Background: an optimization exercise with open tools, aiming at small area, a short achievable clock period and few clock cycles. Do not read the settings as production practice. In this exercise RTL edits were held to simulation tests only and were not proved equivalent to the original. Power and IR drop assume default switching activity.

Setup of job 257:
## rps_serial_core
module rps_serial_core (
    input  wire       clk,
    input  wire       rst,         
    input  wire       drv_ready,   
    input  wire [7:0] in_port,     
    input  wire [9:0] dist_mm,     
    input  wire       tick,        
    input  wire       rx_valid,
    input  wire [7:0] rx_data,
    output wire       rx_ready,
    output wire       tx_valid,
    output wire [7:0] tx_data,
    input  wire       tx_ready,
    output wire [7:0] out_port     
);
Size: about 4900 cells after synthesis, ~2300 flip-flops, about 50 I/O pins.
export LEC_CHECK = 0
export ABC_AREA = 1
export CAP_MARGIN = 20
export CORE_MARGIN = 2
export CORE_UTILIZATION = 65
export CTS_BUF_LIST = sky130_fd_sc_hd__clkbuf_8
export CTS_CLUSTER_DIAMETER = 45
export CTS_CLUSTER_SIZE = 20
export GPL_TIMING_DRIVEN = 0
export PLACE_DENSITY = 0.75
export SLEW_MARGIN = 20
create_clock -name core_clock -period 110.0 [get_ports {clk}]
standard.sh (not shown) runs the stock make flow with config.mk's settings and CLKGATE_MAP_FILE= SYNTH_SCRIPT=/design/flow/synth_recipe.tcl, a recipe that flattens the netlist after the stock synthesis.
==> flow/flow/run.sh <==
#!/bin/bash
# Standard layout, with faster cells for the port buffers.
set -euo pipefail
cd "$(dirname "$0")/.."
export BUFFER_PORTS_ARGS="-buffer_cell sky130_fd_sc_hd__buf_4"
bash standard.sh finish > standard.log 2>&1
Testbench counts of job 257, summed over its fixed seeds: cycles 22,748.
--- input diff job 257..job 1540 ---
- a change of PLACE_DENSITY from 0.75 to 0.8
- a deleted CTS_CLUSTER_SIZE that had been 20
- a deleted CTS_BUF_LIST that had been sky130_fd_sc_hd__clkbuf_8
- a deleted CTS_CLUSTER_DIAMETER that had been 45
- a change of CORE_UTILIZATION from 65 to 72
- a deleted GPL_TIMING_DRIVEN that had been 0
==> flow/flow/run.sh <==
#!/bin/bash
# Standard layout, with faster cells for the port buffers, and a clock tree
# of strong buffers above smaller leaf buffers.
set -euo pipefail
cd "$(dirname "$0")/.."
export BUFFER_PORTS_ARGS="-buffer_cell sky130_fd_sc_hd__buf_4"
export CTS_ARGS="-sink_clustering_enable -repair_clock_nets -sink_clustering_size 16 -sink_clustering_max_diameter 46 -root_buf sky130_fd_sc_hd__clkbuf_16 -buf_list sky130_fd_sc_hd__clkbuf_16 -sink_clustering_buffer sky130_fd_sc_hd__clkbuf_8"
bash standard.sh finish > standard.log 2>&1
==> results.txt <==
Going from job 257 to job 1540, power grew by 1.0%; number of multi-input combinational cells in the layout ~0 delta; cell count fell by 3.3%; worst setup slack moved up.
For job 6943, these inputs were changed with respect to job 1540:
- an added CTS_CLUSTER_DIAMETER of 40
- an added CTS_CLUSTER_SIZE of 16
- an added CTS_BUF_LIST of sky130_fd_sc_hd__clkbuf_8
- a change of CORE_UTILIZATION from 72 to 76
- a change of PLACE_DENSITY from 0.8 to 0.84
==> flow/flow/run.sh <==
#!/bin/bash
# Standard layout, with faster cells for the port buffers.
set -euo pipefail
cd "$(dirname "$0")/.."
export BUFFER_PORTS_ARGS="-buffer_cell sky130_fd_sc_hd__buf_4"
bash standard.sh finish > standard.log 2>&1
[summary]
For the layout-stage area growth over the synthesis result, job 6943 came in 0.17 points higher than job 1540 did.
Fraction of met2 tracks used by global routing (lower): job 1540
Comparing job 6943 with job 1540, the leakage power came out essentially unchanged.
Changes observed in job 6943 relative to job 1540: tightest hold margin now sits lower, cell area after layout now sits at about the same level, total placed cells including tap cells now sits lower.
All of job 6943 and job 1540 finish clean.
As far as ratio of final minimum period to clock period is concerned, job 1540 and job 6943 perform about the same.
Clock network contribution to total cell area up 0.16 points in job 6943 wrt job 1540
Comparing job 6943 and job 1540, post-route minimum period is lower on job 1540.
Job 6943 falls short of job 1540 in upper clock frequency limit.
The inputs of job 1837 differ from those of job 6943 as listed below.
- CORE_UTILIZATION changed from 76 to 72
- PLACE_DENSITY changed from 0.84 to 0.8
[summary]
- From job 6943 to job 1837 the numbers moved as follows: sequential group share of total power up 0.4 points; power consumed by combinational cells -8.2%; total internal power shows an increase of about 1.3%; die width rose about 2.7%.
Relative to job 1837, the following input files were edited for job 8275:
- a deleted CTS_CLUSTER_DIAMETER that had been 40
- a deleted CTS_BUF_LIST that had been sky130_fd_sc_hd__clkbuf_8
- a deleted CTS_CLUSTER_SIZE that had been 16
==> flow/flow/run.sh <==
#!/bin/bash
# Standard layout, with faster cells for the port buffers, and a clock tree
# of strong buffers above smaller leaf buffers.
set -euo pipefail
cd "$(dirname "$0")/.."
export BUFFER_PORTS_ARGS="-buffer_cell sky130_fd_sc_hd__buf_4"
export CTS_ARGS="-sink_clustering_enable -repair_clock_nets -sink_clustering_size 16 -sink_clustering_max_diameter 40 -root_buf sky130_fd_sc_hd__clkbuf_16 -buf_list sky130_fd_sc_hd__clkbuf_16 -sink_clustering_buffer sky130_fd_sc_hd__clkbuf_8"
bash standard.sh finish > standard.log 2>&1
Delta (job 8275 minus job 1837): wire length of the first global-routing pass increased by about 2.3% relative to the old numbers, routed wire length moved up, met2 demand-to-capacity share in global routing rose 1.6 points.
Any difference in leakage power between job 1837 and job 8275 is small enough to ignore.
[compare] base=job 1837 new=job 8275: post-route worst setup slack went up 110 ps; count of vias placed by the detailed router rose by 115; iteration count of the initial detailed-routing pass up 1.

* * *

rps_serial_core, a different RTL version from the one above (not shown whole).
Size in the first run: ~4200 cells after synthesis, roughly 50 I/O pins, about 0.059 mm² of cells after synthesis.
==> flow/config.mk <==
export PLATFORM = sky130hd
export DESIGN_NAME = rps_serial_core
export DESIGN_NICKNAME = rps_serial_core
export VERILOG_FILES = /design/flow/design.v
export SDC_FILE = /design/flow/constraint.sdc
export NUM_CORES = 4
export LEC_CHECK = 0
export CAP_MARGIN = 20
export CORE_MARGIN = 2
export CORE_UTILIZATION = 60
export CTS_BUF_LIST = sky130_fd_sc_hd__clkbuf_4
export CTS_CLUSTER_SIZE = 24
export PLACE_DENSITY = 0.7
export SLEW_MARGIN = 20
==> flow/constraint.sdc <==
create_clock -name core_clock -period 110.0 [get_ports {clk}]
set_input_delay 22.0000 -clock core_clock [delete_from_list [all_inputs] [get_ports {clk}]]
set_output_delay 22.0000 -clock core_clock [all_outputs]
set_load 0.01 [all_outputs]
run.sh (not shown) runs the stock make flow with config.mk's settings and CLKGATE_MAP_FILE= SYNTH_SCRIPT=/design/flow/synth_recipe.tcl, a recipe that flattens the netlist after the stock synthesis.
Stock flow here: none of the scripts above is used.
The starting point went through all stages and came out clean.
Testbench counts at the start, summed over its fixed seeds: cycles 23,789.
Next try:
==> flow/flow/run.sh (new file) <==
#!/bin/bash
# Standard layout, with faster cells for the port buffers.
set -euo pipefail
cd "$(dirname "$0")/.."
export BUFFER_PORTS_ARGS="-buffer_cell sky130_fd_sc_hd__buf_4"
bash standard.sh finish > standard.log 2>&1
==> flow/standard.sh (new file) <==
#!/bin/bash
# synth_recipe.tcl (not shown) runs the flow's synth.tcl, then flattens the netlist and writes it again
# the make line also repeats each setting of config.mk as NAME=value (left out here)
make -C /OpenROAD-flow-scripts/flow DESIGN_CONFIG=/design/flow/config.mk WORK_HOME=/design/flow/orfs CLKGATE_MAP_FILE= SYNTH_SCRIPT=/design/flow/synth_recipe.tcl "${@:-finish}"
CORE_UTILIZATION = 70   (was 60)
CTS_BUF_LIST = not set   (was sky130_fd_sc_hd__clkbuf_4)
CTS_CLUSTER_SIZE = not set   (was 24)
PLACE_DENSITY = 0.8   (was 0.7)
removed: flow/run.sh
What happened: Critical path depth does not change. Clock power rises by 3.3%. Via count falls by 1.2%. Hold slack improves by 30 ps. Final cell count falls by 11%. Worst setup slack improves by 740 ps. Flip-flop and latch count does not change. Combinational power is about the same. Final area falls by 0.95%. Core utilization rises by 11 points.

static timing again, ports no longer ideal:
The flow's constraints put no driver on any port. The routed layouts listed below were extracted and timed again, unchanged, in two steps.
Step 1: set_driving_cell puts a clkbuf_16 on clk and a buf_2 on each other input, an assumption about the parent block.
Step 2, shift: input delay + t, output delay - t, t = (earliest + latest rising clock arrival at the registers) / 2. This alone moves slack from input paths to output paths.
Three values: no drivers, after step 1, after step 2; two values: the first two.
run	t (ns)	setup WS [ns]	worst setup path after step 2	latest minus earliest clock arrival (ns)	worst register clock-pin slew, ns
job 257	0.919	86.527 / 86.463 / 85.742	input to register	0.077 / 0.077	0.13 / 0.13
job 1540	0.794	86.705 / 86.640 / 86.235	input to register	0.039 / 0.040	0.11 / 0.11
job 6943	0.949	86.578 / 86.509 / 86.357	input to register	0.055 / 0.056	0.13 / 0.13
job 1837	0.899	86.627 / 86.563 / 86.506	input to register	0.065 / 0.064	0.11 / 0.11
job 8275	0.796	86.737 / 86.668 / 86.484	input to register	0.049 / 0.049	0.11 / 0.11
the first run of note 2	1.186	85.931 / 85.867 / 86.614	input to register	0.123 / 0.123	0.08 / 0.08
the second run of note 2	0.840	86.670 / 86.599 / 86.882	input to register	0.099 / 0.100	0.08 / 0.08
After both steps setup and hold are still met in every run listed. For job 257, which loses most, drivers alone change the setup slack by -0.064 ns; drivers and shift together by -0.785 ns.
